Context: an optimization exercise on an open-source flow, tuned for small area, a short achievable clock period and few clock cycles per item. The choices shown serve that exercise and are no tape-out recipe.
In this exercise RTL edits were held to simulation tests only and were not proved equivalent to the original.
No activity file was given, so power comes from the tool's default toggle rates.

==> flow/design.v <==
module ccp_sel3 (
    input  wire       s0, s1, s2,
    input  wire [7:0] a0, a1, a2,
    output wire [7:0] y
);
    assign y = ({8{s0}} & a0) | ({8{s1}} & a1) | ({8{s2}} & a2);
endmodule
module ccp_sel5 (
    input  wire       s0, s1, s2, s3, s4,
    input  wire [7:0] a0, a1, a2, a3, a4,
    output wire [7:0] y
);
    assign y = ({8{s0}} & a0) | ({8{s1}} & a1) | ({8{s2}} & a2)
             | ({8{s3}} & a3) | ({8{s4}} & a4);
endmodule
module ccp_crc_c (
    input  wire [15:0] c,
    output wire [15:0] y
);
    wire p6 = ^c[6:0];
    wire p7 = p6 ^ c[7];
    assign y[0]   = p7 ^ c[8];
    assign y[5:1] = c[13:9];
    assign y[6]   = c[0] ^ c[14];
    assign y[7]   = c[0] ^ c[1] ^ c[15];
    assign y[13:8] = c[6:1] ^ c[7:2];
    assign y[14]  = p6;
    assign y[15]  = p7;
endmodule
module ccp_crc_b (
    input  wire [7:0]  b,
    output wire [15:0] y
);
    wire p6 = ^b[6:0];
    wire p7 = p6 ^ b[7];
    assign y[0]   = p7;
    assign y[5:1] = 5'd0;
    assign y[6]   = b[0];
    assign y[7]   = b[0] ^ b[1];
    assign y[13:8] = b[6:1] ^ b[7:2];
    assign y[14]  = p6;
    assign y[15]  = p7;
endmodule
module ccp_lane_next (
    input  wire        seed, load, upd, hold,
    input  wire [15:0] q, d, g, h,
    output wire [15:0] n
);
    assign n = {16{seed}} | ({16{load}} & d) | ({16{upd}} & (g ^ h)) | ({16{hold}} & q);
endmodule
module ccp_link (
    input  wire        clk,
    input  wire        rst,         
    input  wire        op_valid,
    output wire        op_ready,
    input  wire [7:0]  op_sel,
    input  wire [7:0]  op_a,
    input  wire [7:0]  op_b,
    input  wire [63:0] op_d,
    input  wire [3:0]  op_len,
    input  wire        op_ext,
    output reg         rsp_valid,
    output reg  [2:0]  rsp_err,
    output reg  [63:0] rsp_data,
    output reg         rsp_reply,
    output reg         rsp_known,
    output reg  [3:0]  rsp_member
);
    function [7:0] code_of;
        input [3:0] m;
        begin
            case (m)
                4'd0: code_of = 8'h01;
                4'd1: code_of = 8'h02;
                4'd2: code_of = 8'h03;
                4'd3: code_of = 8'h04;
                4'd4: code_of = 8'h07;
                4'd5: code_of = 8'h0E;
                4'd6: code_of = 8'h10;
                4'd7: code_of = 8'h13;
                4'd8: code_of = 8'h21;
                4'd9: code_of = 8'h23;
                default: code_of = 8'h00;
            endcase
        end
    endfunction
    function [4:0] lookup_code;
        input [7:0] x;
        begin
            case (x)
                8'h01: lookup_code = {1'b1, 4'd0};
                8'h02: lookup_code = {1'b1, 4'd1};
                8'h03: lookup_code = {1'b1, 4'd2};
                8'h04: lookup_code = {1'b1, 4'd3};
                8'h07: lookup_code = {1'b1, 4'd4};
                8'h0E: lookup_code = {1'b1, 4'd5};
                8'h10: lookup_code = {1'b1, 4'd6};
                8'h13: lookup_code = {1'b1, 4'd7};
                8'h21: lookup_code = {1'b1, 4'd8};
                8'h23: lookup_code = {1'b1, 4'd9};
                default: lookup_code = {1'b0, 4'd0};
            endcase
        end
    endfunction
    function [4:0] lookup_status;
        input [7:0] x;
        begin
            case (x)
                8'h00: lookup_status = {1'b1, 4'd0};
                8'h10: lookup_status = {1'b1, 4'd1};
                8'h30: lookup_status = {1'b1, 4'd2};
                8'h31: lookup_status = {1'b1, 4'd3};
                8'h32: lookup_status = {1'b1, 4'd4};
                8'h33: lookup_status = {1'b1, 4'd5};
                8'h35: lookup_status = {1'b1, 4'd6};
                8'h36: lookup_status = {1'b1, 4'd7};
                8'h37: lookup_status = {1'b1, 4'd8};
                default: lookup_status = {1'b0, 4'd0};
            endcase
        end
    endfunction
    reg [15:0] crc0, crc1;
    assign op_ready  = 1'b1;
    wire hi0    = (op_sel[7:2] == 6'b000000);
    wire hi1    = (op_sel[7:2] == 6'b000100);
    wire s_seed = hi0 & (op_sel[1:0] == 2'd0);
    wire s_load = hi0 & (op_sel[1:0] == 2'd1);
    wire s_upd  = hi0 & (op_sel[1:0] == 2'd2);
    wire s_rd   = hi0 & (op_sel[1:0] == 2'd3);
    wire s_enc  = hi1 & (op_sel[1:0] == 2'd0);
    wire s_rep  = hi1 & (op_sel[1:0] == 2'd1);
    wire s_dec  = hi1 & (op_sel[1:0] == 2'd2);
    wire a_lane = (op_a[7:1] == 7'd0);                                         
    wire a_cmd  = (op_a[7:4] == 4'd0) & (~op_a[3] | ~(op_a[2] | op_a[1]));     
    wire len_e  = ~op_len[3] & ~(op_len[2] & op_len[1] & op_len[0]);           
    wire len_r  = ~op_len[3] & ~(op_len[2] & op_len[1]);                       
    wire len_8  = (op_len == 4'd8);
    wire rd_ok  = s_rd  & a_lane;
    wire enc_ok = s_enc & a_cmd & len_e;
    wire rep_ok = s_rep & len_r;
    wire dec_ok = s_dec & len_8 & op_ext;
    wire refused = ~(hi0 | (hi1 & (op_sel[1:0] != 2'd3)))
                 | ((s_load | s_rd) & ~a_lane)
                 | (s_enc & ~a_cmd);
    wire e_pay   = (s_enc & a_cmd & ~len_e) | (s_rep & ~len_r);
    wire e_msg   = s_dec & ~len_8;
    wire e_id    = s_dec & len_8 & ~op_ext;
    wire [2:0] n_err = {e_id, e_pay | e_msg, refused | e_msg};
    wire [7:0] d0 = op_d[63:56], d1 = op_d[55:48], d2 = op_d[47:40], d3 = op_d[39:32];
    wire [7:0] d4 = op_d[31:24], d5 = op_d[23:16], d6 = op_d[15:8],  d7 = op_d[7:0];
    wire [5:0] gt;       
    assign gt[0] = |op_len;
    assign gt[1] = |op_len[3:1];
    assign gt[2] = op_len[3] | op_len[2] | (op_len[1] & op_len[0]);
    assign gt[3] = op_len[3] | op_len[2];
    assign gt[4] = op_len[3] | (op_len[2] & (op_len[1] | op_len[0]));
    assign gt[5] = op_len[3] | (op_len[2] & op_len[1]);
    wire [7:0] b0, b1, b2, b3, b4, b5, b6, b7;
    ccp_sel3 u_b0 (.s0(enc_ok), .a0(code_of(op_a[3:0])), .s1(rep_ok), .a1(8'hFF), .s2(dec_ok), .a2(d0), .y(b0));
    ccp_sel3 u_b1 (.s0(enc_ok), .a0(op_b), .s1(rep_ok), .a1(op_a), .s2(dec_ok), .a2(d1), .y(b1));
    ccp_sel3 u_b2 (.s0(enc_ok & gt[0]), .a0(d0), .s1(rep_ok), .a1(op_b), .s2(dec_ok), .a2(d2), .y(b2));
    ccp_sel3 u_b3 (.s0(enc_ok & gt[1]), .a0(d1), .s1(rep_ok & gt[0]), .a1(d0), .s2(dec_ok), .a2(d3), .y(b3));
    ccp_sel3 u_b4 (.s0(enc_ok & gt[2]), .a0(d2), .s1(rep_ok & gt[1]), .a1(d1), .s2(dec_ok), .a2(d4), .y(b4));
    ccp_sel3 u_b5 (.s0(enc_ok & gt[3]), .a0(d3), .s1(rep_ok & gt[2]), .a1(d2), .s2(dec_ok), .a2(d5), .y(b5));
    ccp_sel5 u_b6 (.s0(enc_ok & gt[4]), .a0(d4), .s1(rep_ok & gt[3]), .a1(d3), .s2(dec_ok), .a2(d6),
                   .s3(rd_ok & ~op_a[0]), .a3(crc0[15:8]), .s4(rd_ok & op_a[0]), .a4(crc1[15:8]), .y(b6));
    ccp_sel5 u_b7 (.s0(enc_ok & gt[5]), .a0(d5), .s1(rep_ok & gt[4]), .a1(d4), .s2(dec_ok), .a2(d7),
                   .s3(rd_ok & ~op_a[0]), .a3(crc0[7:0]),  .s4(rd_ok & op_a[0]), .a4(crc1[7:0]),  .y(b7));
    wire [63:0] n_data = {b0, b1, b2, b3, b4, b5, b6, b7};
    wire       is_rep = (d0 == 8'hFF);
    wire [4:0] look   = is_rep ? lookup_status(d1) : lookup_code(d0);
    wire       n_reply  = dec_ok & is_rep;
    wire       n_known  = dec_ok & look[4];
    wire [3:0] n_member = {4{dec_ok}} & look[3:0];
    always @(posedge clk) begin
        rsp_valid  <= op_valid & ~rst;
        rsp_err    <= n_err;
        rsp_data   <= n_data;
        rsp_reply  <= n_reply;
        rsp_known  <= n_known;
        rsp_member <= n_member;
    end
    wire        act  = op_valid & hi0 & ~rst;
    wire        ld0  = act & s_load & a_lane & ~op_a[0];
    wire        ld1  = act & s_load & a_lane &  op_a[0];
    wire        sd0  = rst | (act & s_seed & op_a[0]);
    wire        sd1  = rst | (act & s_seed & op_a[1]);
    wire        up0  = act & s_upd & op_a[0];
    wire        up1  = act & s_upd & op_a[1];
    wire [15:0] g0, g1, h, n0, n1;
    ccp_crc_c u_g0 (.c(crc0), .y(g0));
    ccp_crc_c u_g1 (.c(crc1), .y(g1));
    ccp_crc_b u_h  (.b(op_b), .y(h));
    ccp_lane_next u_n0 (.seed(sd0), .load(ld0), .upd(up0), .hold(~(sd0 | ld0 | up0)),
                        .q(crc0), .d(op_d[15:0]), .g(g0), .h(h), .n(n0));
    ccp_lane_next u_n1 (.seed(sd1), .load(ld1), .upd(up1), .hold(~(sd1 | ld1 | up1)),
                        .q(crc1), .d(op_d[15:0]), .g(g1), .h(h), .n(n1));
    always @(posedge clk) begin
        crc0 <= n0;
        crc1 <= n1;
    end
endmodule
==> flow/flow/run.sh <==
#!/bin/bash
# The standard layout, with the port buffers made from the smallest plain
# buffer (sky130_fd_sc_hd__buf_1) instead of the one buffer_ports picks itself.
# Each ORFS step writes its own log under orfs/logs/; make's output goes to standard.log.
export BUFFER_PORTS_ARGS="-buffer_cell sky130_fd_sc_hd__buf_1"
bash standard.sh > standard.log 2>&1
==> flow/standard.sh <==
#!/bin/bash
# synth_recipe.tcl (not shown) runs the flow's synth.tcl, then flattens the netlist and writes it again
# the make line also repeats each setting of config.mk as NAME=value (left out here)
make -C /OpenROAD-flow-scripts/flow DESIGN_CONFIG=/design/flow/config.mk WORK_HOME=/design/flow/orfs CLKGATE_MAP_FILE= SYNTH_SCRIPT=/design/flow/synth_recipe.tcl "${@:-finish}"
==> flow/config.mk <==
export PLATFORM = sky130hd
export DESIGN_NAME = ccp_link
export DESIGN_NICKNAME = ccp_link
export VERILOG_FILES = /design/flow/design.v
export SDC_FILE = /design/flow/constraint.sdc
export NUM_CORES = 4
export LEC_CHECK = 0
export CAP_MARGIN = 20
export CORE_MARGIN = 2
export CORE_UTILIZATION = 40
export SLEW_MARGIN = 20
==> flow/constraint.sdc <==
create_clock -name core_clock -period 4.0 [get_ports {clk}]
set_input_delay 0.8000 -clock core_clock [delete_from_list [all_inputs] [get_ports {clk}]]
set_output_delay 0.8000 -clock core_clock [all_outputs]
set_load 0.01 [all_outputs]
==> results of run 1 <==
## layout by cell type (no fill, tap or decap), types with 6 or more instances in the layout
master and instances:
buf_1 169, dfxtp_1 106, a221o_1 51, nand2_1 50, xnor2_1 34, nand3_1 25, nor2_1 20, a21o_1 20
mux2i_1 19, inv_1 17, o21ai_0 17, a22oi_1 16, xor2_1 16, o2bb2ai_1 15, a21oi_1 15, buf_4 13
and3_1 10, nor3_1 10, clkbuf_16 9, and2_1 8, a222oi_1 8, a221oi_1 7, xnor3_1 6
## kinds of logic after synthesis
| family | after synthesis |
|---|---|
| AND/OR/NAND/NOR | 168 |
| other | 1 |
| flip-flops | 106 |
| XOR/XNOR | 58 |
| AO/OA/AOI/OAI | 180 |
| buffers and inverters | 76 |
| multiplexers | 20 |
| adder cells (fa/ha/maj) | 3 |
## area by class of cell
type | count | area [um^2]
Fill cell | 1374 | 7160
Multi-Input combinational cell | 430 | 3220
Sequential cell | 106 | 2120
Timing Repair Buffer | 183 | 752
Clock buffer | 10 | 229
Tap cell | 180 | 225
Inverter | 17 | 63.8
Clock inverter | 5 | 56.3
## layer usage
metal / share of wire [%] / global-route usage (%)
met1: 44 / 37.7
met2: 44 / 39.6
met3: 10 / 6.97
met5: 0 / 0
met4: 2.2 / 9.27
## flip-flops by register name (all words and copies together), names as in the netlist
signal	cells
rsp_reply	1
crc0	16
rsp_known	1
rsp_member	4
rsp_err	3
crc1	16
rsp_valid	1
rsp_data	64
## where the power goes
group	switching (mW)	total (mW)	leakage (nW)	internal, mW
clock	0.411	0.893	0.138	0.482
combinational	0.174	0.277	1.68	0.103
sequential	0.000638	1.06	0.855	1.06
total	0.586	2.23	2.67	1.64
## final timing paths
kind | start | endpoint | slack [ps] | cells after the start
worst min register to register | crc1[11] | crc1[11] | 490 | 1
worst max register to register | crc0[5] | crc0[0] | 2000 | 5
worst min-delay path | crc1[11] | crc1[11] | 490 | 1
worst max-delay path | op_sel[3] | rsp_data[6] | 820 | 6
## stage by stage
stage          util [%]  worst slack (ps)  hold slack, ps
6_report           48.2               817             488
5_1_grt            48.2               661             508
4_1_cts            48.2               957             492
3_5_place_dp       46.2               591             472
3_3_place_gp       46.2               610             471
2_1_floorplan         -              1260             443
## critical path, stage by stage
cell and delay [ps]:
buf_1 80, or4_4 560, nor3_1 460, nand4_1 820, o2bb2ai_1 570, a221o_1 170
==> metrics.cfg, run 1 <==
[clocking]
cts_resized = 0
cts_made_buffers = 9
post_cts_buffers = 0
clk_pin_slew_worst_paths_ps = 70
cts.sinks = 106
clockRootBuffer = clkbuf_16
htree_levels = 3
cts_buffer_depth = 2
clkLatencyLatePin_ps = 360
cts_tree = built
cts_hold_buf = 0

[sta]
timing.final.setup_violations = 0
fin_skew_ps = 5.14
finalHoldViolCount = 0
max_freq_ghz = 0.314
period_needed_ps = 3180
setup-tns-final_ps = 0
worst_pin_slew_ps = 1080
min_period_over_period_pct = 79.6
slew-limit-headroom_pct = 28.0
slew_viol_final = 0
rsz0062_at_grt = false

[power]
ir_drop_mv = 0.197
power_mw = 2.23
p_leak_nw = 2.67
p_per_area_mw_per_mm2 = 334

[drt]
dr.pass1.iters = 7
via_per_inst = 6.02
vias = 5608
drt_iter0_markers = 650
ant_nets = 0
drt-total-wl_um = 20700
wl_per_cell_um = 22.2
drc = 0

[global_routing]
grt.total_usage_pct = 26.8
grt_pass1_vias = 5055
grt-ovfl-total = 0
grt_max_degree = 66
antenna_found_initial = 0
grt_pass1_wl_um = 30000

[finish]
syn2layout_area_growth_pct = 18.2
antennaDiodeCount = 0
drive_gt1_share_pct = 5.06
layoutNonFillerInstCount = 931
fin_nets = 846
fin_area_mm2 = 0.00667

[critical_path]
crit_type = in2reg
cp.required_ps = 4300
critPathLaunchType = primary input
path_max_fanout = 16
endpoint_kind = flop
crit_arrival_ps = 3480

[placement]
dpl_cell_area_mm2 = 0.00638
port-buffer-count = 169
dp_cells = 916
dp.final_hpwl_um = 15800
place_congestion = 0.881

[logic_synthesis]
synth.area.top_cells = dfxtp_1 (38%), a221o_1 (9.0%), xnor2_1 (5.3%), mux2i_1 (3.4%), nand2_1 (3.3%)
yosysSeqAreaShare_pct = 37.6
yosysTopAreaCellShare_pct = 37.6
synth-compound-area-share_pct = 25.9
synthArstFlopShare_pct = 0
synth_simple_gate_area_share_pct = 15.7
avgSynthCellArea_um2 = 9.22
synthCells = 612
synth_xor_area_share_pct = 11.0
synth_top_family_by_area = compound AO/OA/AOI/OAI gates
synth_common_cells = dfxtp_1 (106), a221o_1 (51), nand2_1 (50), clkbuf_1 (46), xnor2_1 (34)
synthFlopType = dfxtp_1
synth-edff-count = 0
synthMuxAreaShare_pct = 3.57
synthAdderAreaFrac_pct = 0.665
ys_ff_latch = 106
synth_cell_types = 59
syn_area_mm2 = 0.00564
ys.warnings.count = 1
synth_top_cell_by_area = dfxtp_1
yosysMostFrequentCell = dfxtp_1

[status]
outcome = complete, no violations

[die]
pin_count = 171
die_w_um = 123
core-area_mm2 = 0.0138
start_util_pct = 40.8
rows = 43
dieArea_mm2 = 0.0151
fp.dieH_um = 123

[flow_run]
timing.max_cap.violations = 0

[worst_hold_path]
hold_class = reg2reg

Testbench counts, summed over its fixed seeds: cycles 4,248, items 4,232.
==> run 2: changes to the inputs <==
--- a/flow/config.mk
+++ b/flow/config.mk
@@ -8,4 +8,8 @@
 export CAP_MARGIN = 20
 export CORE_MARGIN = 2
 export CORE_UTILIZATION = 40
+export SETUP_SLACK_MARGIN = 2.2
 export SLEW_MARGIN = 20
+export SYNTH_HIERARCHICAL = 1
+export SYNTH_MINIMUM_KEEP_SIZE = 0
+export TNS_END_PERCENT = 0
==> metrics.cfg, run 2 <==
[critical_path]
critPathLaunchType = primary input
cp_top_family = simple AND/OR/NAND/NOR gates
slowest_delay_ps = 580
slowest_stage = or4_4
r2r_setup_slack_ps = 2240
crit_arrival_ps = 2710
crit_chain = buf_1, or4_4, nor4b_4, buf_4, nand4_1, nor2_4, buf_6, a221oi_1, o21ai_0
crit_buf_inv = 3
path_max_fanout = 8
crit_type = in2reg
endpoint_kind = flop
cp.required_ps = 4280

[finish]
seqCellArea_mm2 = 0.00212
drive_gt1_share_pct = 14.5
fill_cells = 1377
layout_common_cells = buf_1 (160), dfxtp_1 (106), a222oi_1 (64), inv_1 (55), xnor2_1 (49)
multi_input_area_mm2 = 0.00334
top_register = rsp_data
largest_registers = rsp_data: 64 flops, crc0: 16 flops, crc1: 16 flops
syn2layout_area_growth_pct = 21.9
fin_nets = 859
largest_reg_flops = 64
antennaDiodeCount = 0
fin_util_pct = 49.4
final_common_cell = buf_1

[power]
p_leak_nw = 2.91
p_per_area_mw_per_mm2 = 362
ir_drop_mv = 0.243

[logic_synthesis]
yosysSeqAreaShare_pct = 36.3
avgSynthCellArea_um2 = 9.55
synthArstFlopShare_pct = 0
synth_common_cells = dfxtp_1 (106), a222oi_1 (64), inv_1 (60), xnor2_1 (50)
ys_ff_latch = 106
synth_top_cell_by_area = dfxtp_1
synthFlopType = dfxtp_1
synth-edff-count = 0
yosysMostFrequentCell = dfxtp_1
synth_cell_types = 57
yosysTopAreaCellShare_pct = 36.3
synthCells = 612
ys.warnings.count = 7
syn_area_mm2 = 0.00584
synth.area.top_cells = dfxtp_1 (36%), a222oi_1 (11%), xnor2_1 (7.5%), a221oi_2 (5.7%), xor2_1 (4.2%)

[sta]
slew-limit-headroom_pct = 53.8
timing.final.setup_violations = 0
period_needed_ps = 2430
min_period_over_period_pct = 60.7
slew_viol_final = 0
fin_skew_ps = 8.59
max_freq_ghz = 0.412
finalHoldViolCount = 0
rsz0062_at_grt = true
worst_pin_slew_ps = 692
worst_slack_ps = 1570
setup-tns-final_ps = 0

[drt]
wl_per_cell_um = 21.4
dr.pass1.iters = 9
via_per_inst = 5.95
drc = 0
ant_nets = 0
vias = 5646
drt_iter0_markers = 1075
drt-total-wl_um = 20300

[global_routing]
grt.total_usage_pct = 25.0
grt_pass1_wl_um = 30700
antenna_found_initial = 0
grt_max_degree = 45
grt_pass1_vias = 5268
grt-ovfl-total = 0

[clocking]
cts_buffer_depth = 2
cts_tree = built
cts_made_buffers = 9
cts_hold_buf = 0
clkLatencyLatePin_ps = 360
clockRootBuffer = clkbuf_16
htree_levels = 3
clk_pin_slew_worst_paths_ps = 80
cts.sinks = 106

[placement]
place_congestion = 0.958
dp.final_hpwl_um = 14900
pre_cts_ws_ps = 993
port-buffer-count = 169

[die]
fp.dieH_um = 125
dieArea_mm2 = 0.0156
start_util_pct = 40.5
die_w_um = 125
pin_count = 171
core-area_mm2 = 0.0144
rows = 44

[flow_run]
timing.max_cap.violations = 0

[worst_hold_path]
hold_class = reg2reg

[status]
outcome = complete, no violations

==> run 2: per-module statistics from Yosys, one instance, submodules excluded <==
module / copies in the design / cells inside / cell area (um^2) / flops+latches
ccp_crc_c: 2 / 24 / 225 / 0
ccp_lane_next: 2 / 55 / 489 / 0
ccp_sel3: 6 / 18 / 120 / 0
ccp_sel5: 2 / 28 / 193 / 0
ccp_link: 1 / 266 / 3100 / 106
ccp_crc_b: 1 / 24 / 204 / 0
==> run 2: final cells by class <==
| type | instances | area share (%) |
|---|---|---|
| Timing Repair Buffer | 190 | 12.3 |
| Inverter | 60 | 3.22 |
| Multi-Input combinational cell | 393 | 46.9 |
| Tap cell | 184 | 3.23 |
| Sequential cell | 106 | 29.8 |
| Clock buffer | 9 | 3.16 |
| Clock inverter | 7 | 1.42 |
==> run 2: final timing paths <==
path              endpoint  depth (start not counted)      start
setup / recovery   crc1[1]                          9  op_sel[5]
hold / removal     crc0[8]                          2    crc0[8]
setup reg to reg   crc0[0]                          5    crc0[5]
hold reg to reg    crc0[8]                          2    crc0[8]
==> run 2: where the power goes <==
part	internal [mW]	switching (mW)
Clock	0.555	0.430
Sequential	1.08	0.0401
Combinational	0.205	0.270
==> run 2: worst min-delay path: stages, from the launching register on <==
cell and delay [ps]:
dfxtp_1 380, a221oi_2 70, o21ai_1 60
==> run 2: timing repair <==
item                                   4_1_cts  5_1_grt
pin swaps                                    6        8
endpoints found under the hold margin        0        0
gates cloned                                 3        2
setup buffers                                6        3
setup endpoints to repair                  102      104
gates resized for setup                     42       25
==> run 2: routing by layer <==
layer | track usage (%) | share of wire (%) | vias up
met5 | 0 | 0 | -
met4 | 11.0 | 3.7 | 0
met3 | 4.90 | 8.3 | 45
met2 | 39.7 | 48 | 348
met1 | 33.1 | 40 | 2710
li1 | - | - | 2543
==> run 2: through the flow <==
stage	area, um^2	total power, mW	hold slack [ps]	std cells
CTS	6990	2.57	549	944
global placement	6400	1.58	526	919
detailed placement	6400	1.58	534	919
finish	7120	2.58	551	949
floorplan	5910	1.50	482	625
global route	7120	2.67	590	949
==> run 2: cell families (layout without fill, tap and decap cells) <==
group / Yosys count / in the layout / synth area share [%]
AOI/OAI and AO/OA: 179 / 181 / 26.9
xor gates and xnor gates: 86 / 86 / 14.1
adders and majority gates: 3 / 3 / 0.643
buffers and inverters: 128 / 266 / 11.5
DFF: 106 / 106 / 36.3
muxes: 3 / 3 / 0.535
other: 3 / 16 / 0.193
and+or+nand+nor: 104 / 104 / 9.72
==> run 3: changes to the inputs <==
--- a/flow/config.mk
+++ b/flow/config.mk
@@ -10,6 +10,4 @@
 export CORE_UTILIZATION = 40
 export SETUP_SLACK_MARGIN = 2.2
 export SLEW_MARGIN = 20
-export SYNTH_HIERARCHICAL = 1
-export SYNTH_MINIMUM_KEEP_SIZE = 0
 export TNS_END_PERCENT = 0
==> metrics.cfg, run 3 <==
[logic_synthesis]
synth_cell_types = 59
synth-edff-count = 0
ys_ff_latch = 106
yosysMostFrequentCell = dfxtp_1
avgSynthCellArea_um2 = 9.22
synthCells = 612
synthArstFlopShare_pct = 0
ys.warnings.count = 1
synthFlopType = dfxtp_1
yosysSeqAreaShare_pct = 37.6
synth_top_cell_by_area = dfxtp_1
syn_area_mm2 = 0.00564
yosysTopAreaCellShare_pct = 37.6
synth.area.top_cells = dfxtp_1 (38%), a221o_1 (9.0%), xnor2_1 (5.3%), mux2i_1 (3.4%), nand2_1 (3.3%)
synth_common_cells = dfxtp_1 (106), a221o_1 (51), nand2_1 (50), clkbuf_1 (46), xnor2_1 (34)

[die]
start_util_pct = 40.8
core-area_mm2 = 0.0138
fp.dieH_um = 123
pin_count = 171
die_w_um = 123
rows = 43
dieArea_mm2 = 0.0151

[placement]
dp.final_hpwl_um = 15800
dp_cells = 916
place_congestion = 0.925
dpl_cell_area_mm2 = 0.00638
port-buffer-count = 169

[status]
outcome = complete, no violations

[global_routing]
antenna_found_initial = 0
grt.total_usage_pct = 27.2
gr-usage-met2_pct = 41.1
grt_pass1_vias = 5230
use_met3_pct = 5.67
grt_pass1_wl_um = 30500
grt_busiest_layer = met2
grt_max_degree = 34
grt-ovfl-total = 0
gr-usage-met1_pct = 37.3

[clocking]
clkLatencyLatePin_ps = 350
cts_made_buffers = 9
cts_buffer_depth = 2
cts.sinks = 106
clk_pin_slew_worst_paths_ps = 70
cts_tree = built
htree_levels = 3
clockRootBuffer = clkbuf_16
cts_hold_buf = 0

[critical_path]
crit_chain = buf_1, or4_4, nor4b_4, buf_4, nand3_2, buf_6, and2_4, a221o_1
crit_buf_inv = 3
path_max_fanout = 6
cp_top_family = simple AND/OR/NAND/NOR gates
crit_type = in2reg
slowest_stage = or4_4
critPathLaunchType = primary input
slowest_delay_ps = 550
r2r_setup_slack_ps = 1940
crit_arrival_ps = 2630
cp.required_ps = 4250
endpoint_kind = flop

[drt]
via_per_inst = 5.99
wl_per_cell_um = 22.1
dr.pass1.iters = 7
drc = 0
drt-total-wl_um = 20800
ant_nets = 0
vias = 5655
drt_iter0_markers = 667

[finish]
fill_cells = 1365
fin_area_mm2 = 0.00695
layoutNonFillerInstCount = 944
drive_gt1_share_pct = 10.2
largest_reg_flops = 64
layout_common_cells = buf_1 (161), dfxtp_1 (106), a221o_1 (51), nand2_1 (50), xnor2_1 (32)
top_register = rsp_data
final_common_cell = buf_1
largest_registers = rsp_data: 64 flops, crc0: 16 flops, crc1: 16 flops
antennaDiodeCount = 0
fin_nets = 858
syn2layout_area_growth_pct = 23.1

[power]
p_per_area_mw_per_mm2 = 327
p_leak_nw = 2.82
ir_drop_mv = 0.214
power_mw = 2.27

[sta]
worst_pin_slew_ps = 786
slew-limit-headroom_pct = 47.2
timing.final.setup_violations = 0
setup-tns-final_ps = 0
min_period_over_period_pct = 59.5
finalHoldViolCount = 0
slew_viol_final = 0
fin_skew_ps = 4.57
rsz0062_at_grt = true
period_needed_ps = 2380
max_freq_ghz = 0.420

[flow_run]
timing.max_cap.violations = 0

[worst_hold_path]
hold_class = reg2reg

-- run 3: area by class of cell --
class	count	area [um^2]	area share, %
timing repair buffer	195	885	12.7
tap	180	225	3.24
multi-input combinational	430	3350	48.2
clock buffer	11	243	3.49
sequential	106	2120	30.5
inverter	17	63.8	0.919
clock inverter	5	62.6	0.901
-- run 3: final timing paths --
check        startpoint  depth (start not counted)      end
min             crc1[9]                          1  crc1[9]
max reg2reg     crc0[4]                          5  crc0[0]
min reg2reg     crc1[9]                          1  crc1[9]
max           op_sel[6]                          8  crc0[3]
-- run 3: through the flow --
step	utilization (%)	hold slack, ps	setup slack (ps)
after floorplan	-	443	1260
after global placement	46.2	471	860
after detailed placement	46.2	470	773
after CTS	49.9	488	1580
after global routing	50.2	516	1570
final	50.2	491	1620
-- run 3: logic make-up after synthesis --
kind of cell,share of synthesized area (%)
compound gates,25.9
simple gates,15.7
fa+ha+maj,0.665
buf+inv,5.50
other cells,0.0664
flops,37.6
xor+xnor,11.0
mux,3.57
-- run 3: what timing repair did --
action / CTS / global route
pin swaps: 3 / 2
gates resized for setup: 27 / 15
gates cloned: 1 / 0
setup endpoints to repair: 105 / 104
buffers inserted: 10 / 1
-- run 3: power breakdown --
| group | internal, mW | switching (mW) | total, mW | leakage (nW) |
|---|---|---|---|---|
| Combinational | 0.107 | 0.179 | 0.286 | 1.82 |
| Clock | 0.508 | 0.424 | 0.932 | 0.148 |
| Sequential | 1.06 | 0.000684 | 1.06 | 0.855 |
| Total | 1.67 | 0.603 | 2.27 | 2.82 |
-- run 3: layer usage --
metal / vias to the layer above / part of all wire [%]
li1: 2590 / -
met3: 41 / 9.4
met2: 327 / 44
met5: - / 0
met4: 0 / 3.4
met1: 2697 / 43
==> run 4: changes to the inputs <==
==> flow/flow/run.sh (replaced) <==
#!/bin/bash
# The standard layout (the standard.sh, the same ORFS make call) with two changes:
#  - the port buffers are the smallest plain buffer, sky130_fd_sc_hd__buf_1,
#    instead of the one buffer_ports picks itself;
#  - the slow 4-high stacks (or4/nor4 and their b/bb forms, a2111/o2111) and the
#    3-input xor cells are kept out of synthesis and repair (DONT_USE_CELLS is
#    extended, the platform's own list is still appended by the platform config).
# Each ORFS step writes its own log under orfs/logs/; make's output goes to standard.log.
set -e
slow=""
for c in or4 or4b or4bb nor4 nor4b nor4bb xor3 xnor3 a2111o a2111oi o2111a o2111ai; do
  for s in 0 1 2 4; do slow="$slow sky130_fd_sc_hd__${c}_$s"; done
done
cp config.mk flow_config.mk
echo "export DONT_USE_CELLS = $slow" >> flow_config.mk
sed "s#DESIGN_CONFIG=[^ ]*#DESIGN_CONFIG=$PWD/flow_config.mk#" standard.sh > flow_standard.sh
export BUFFER_PORTS_ARGS="-buffer_cell sky130_fd_sc_hd__buf_1"
bash flow_standard.sh > standard.log 2>&1
--- a/flow/config.mk
+++ b/flow/config.mk
@@ -8,6 +8,6 @@
 export CAP_MARGIN = 20
 export CORE_MARGIN = 2
 export CORE_UTILIZATION = 40
-export SETUP_SLACK_MARGIN = 2.2
+export SETUP_SLACK_MARGIN = 2.3
 export SLEW_MARGIN = 20
 export TNS_END_PERCENT = 0
==> metrics.cfg, run 4 <==
[status]
outcome = complete, no violations

[power]
ir_drop_mv = 0.190
power_mw = 2.33
p_per_area_mw_per_mm2 = 321
p_leak_nw = 3.14

[logic_synthesis]
synth-edff-count = 0
synth_top_cell_by_area = dfxtp_1
synthFlopType = dfxtp_1
yosysMostFrequentCell = dfxtp_1
ys_ff_latch = 106
yosysSeqAreaShare_pct = 38.3
syn_area_mm2 = 0.00554
avgSynthCellArea_um2 = 8.63
synthCells = 642
synthArstFlopShare_pct = 0
synth_common_cells = dfxtp_1 (106), nand2_1 (88), xnor2_1 (41), clkbuf_1 (39), inv_1 (39)
synth.area.top_cells = dfxtp_1 (38%), xnor2_1 (6.5%), nand2_1 (6.0%), a222oi_1 (5.8%), a221o_1 (3.3%)
yosysTopAreaCellShare_pct = 38.3
synth_cell_types = 59
ys.warnings.count = 1

[sta]
slew-limit-headroom_pct = 60.3
min_period_over_period_pct = 51.7
worst_pin_slew_ps = 595
period_needed_ps = 2070
rsz0062_at_grt = true
fin_skew_ps = 8.62
timing.final.setup_violations = 0
setup-tns-final_ps = 0
finalHoldViolCount = 0
max_freq_ghz = 0.483
slew_viol_final = 0

[drt]
ant_nets = 0
vias = 5920
dr.pass1.iters = 9
wl_met2_um = 10300
wl_met1_um = 8170
drc = 0
wl_per_cell_um = 21.6
wl_met3_um = 2320
drt_iter0_markers = 980
highest_layer = met4
drt-total-wl_um = 21500
via_per_inst = 5.96

[global_routing]
antenna_found_initial = 0
grt_pass1_vias = 5569
grt_max_degree = 30
grt.total_usage_pct = 28.5
grt-ovfl-total = 0
grt_pass1_wl_um = 32000

[clocking]
cts_tree = built
htree_levels = 3
clockRootBuffer = clkbuf_16
clk_pin_slew_worst_paths_ps = 70
cts.sinks = 106
cts_made_buffers = 9
cts_buffer_depth = 2
clkLatencyLatePin_ps = 360

[critical_path]
cp.required_ps = 4240
path_max_fanout = 5
crit_arrival_ps = 2310
endpoint_kind = flop
critPathLaunchType = primary input
crit_type = in2reg

[finish]
layoutNonFillerInstCount = 994
fin_nets = 912
largest_registers = rsp_data: 64 flops, crc0: 16 flops, crc1: 16 flops
antennaDiodeCount = 0
layout_common_cells = buf_1 (141), dfxtp_1 (106), nand2_1 (87), buf_4 (41), xnor2_1 (40)
largest_reg_flops = 64
drive_gt1_share_pct = 18.5
syn2layout_area_growth_pct = 31.2
final_common_cell = buf_1
top_register = rsp_data

[placement]
dp.final_hpwl_um = 15300
dp_cells = 939
port-buffer-count = 169
place_congestion = 0.976

[die]
rows = 42
die_w_um = 122
start_util_pct = 41.3
core-area_mm2 = 0.0134
dieArea_mm2 = 0.0148
pin_count = 171
fp.dieH_um = 122

[flow_run]
timing.max_cap.violations = 0

[worst_hold_path]
hold_class = reg2reg

run 4: area by class of cell:
cell class | instances | area (um^2)
clock buffers | 10 | 239
clock inverters | 6 | 83.8
inverters | 40 | 150
multi-input cells | 439 | 3290
fillers | 1268 | 6130
well taps | 176 | 220
flip-flops and latches | 106 | 2120
repair buffers | 217 | 1160
run 4: worst paths after layout:
kind	from	cells past startpoint	slack, ps	to
min reg2reg	crc1[9]	2	460	crc1[9]
min	crc1[9]	2	460	crc1[9]
max reg2reg	crc0[4]	7	2030	crc0[0]
max	op_a[4]	8	1930	crc1[13]
run 4: cell families after synthesis:
| kind of cell | share of synthesized area [%] |
|---|---|
| xor gates and xnor gates | 11.2 |
| adders and majority gates | 0.678 |
| and+or+nand+nor | 17.0 |
| DFF | 38.3 |
| buffers and inverters | 7.39 |
| other | 0.0677 |
| muxes | 3.66 |
| AOI/OAI and AO/OA | 21.8 |
run 4: critical path: stages:
cell	delay (ps)
buf_6	100
nor2_4	140
and4b_2	330
and4_1	220
o21ai_2	70
buf_6	130
a22o_1	210
or3_1	300
run 4: power breakdown:
| part | switching (mW) | total [mW] | internal, mW |
|---|---|---|---|
| Clock | 0.443 | 0.961 | 0.519 |
| Combinational | 0.192 | 0.313 | 0.121 |
| Sequential | 0.000608 | 1.06 | 1.06 |
run 4: per-stage QoR:
step	area (um^2)	util (%)	hold slack [ps]	setup slack, ps
CTS	7020	52.4	461	1940
floorplan	5600	-	431	1620
global route	7270	54.2	482	1900
detailed placement	6250	46.7	451	990
global placement	6250	46.7	444	1080
finish	7270	54.2	462	1930
run 4: layer usage:
metal,global-route usage (%),up-vias
met1,35.2,2782
li1,-,2666
met5,0,-
met3,6.79,63
met4,10.7,0
met2,48.2,409
run 4: what timing repair did:
action	in CTS	in global routing
endpoints found under the setup margin	106	109
resized for setup	76	51
cloned	3	1
pin swaps	20	19
setup buffers	25	10
hold buffers	0	0

[static timing again, ports no longer ideal]
In the flow no input, the clock included, has a driving cell. The finished layouts below were timed again as built, in two steps.
Step 1 sets driving cells, clkbuf_16 on the clock port and buf_2 on the other inputs (assumed; they add their load-dependent delay and slew).
Step 2 also shifts input and output timing later by t, the mid clock arrival at the registers, as if the neighbouring blocks saw the same clock.
Slacks: ideal / step 1 / step 2; pairs: ideal / step 1.
| run | t, ns | slack for setup (ns) | worst register clock-pin slew, ns | pins driven straight from the clock port |
|---|---|---|---|---|
| run 1 | 0.398 | 0.817 / 0.839 / 0.442 | 0.07 / 0.07 | 1 |
| run 2 | 0.396 | 1.571 / 1.594 / 1.199 | 0.08 / 0.08 | 1 |
| run 3 | 0.396 | 1.619 / 1.643 / 1.248 | 0.08 / 0.08 | 1 |
| run 4 | 0.396 | 1.930 / 1.928 / 1.532 | 0.08 / 0.08 | 1 |
After both steps every run listed still meets setup and hold. The setup slack of run 4, which loses most, moves by -0.002 ns with the drivers and by -0.398 ns with both steps.
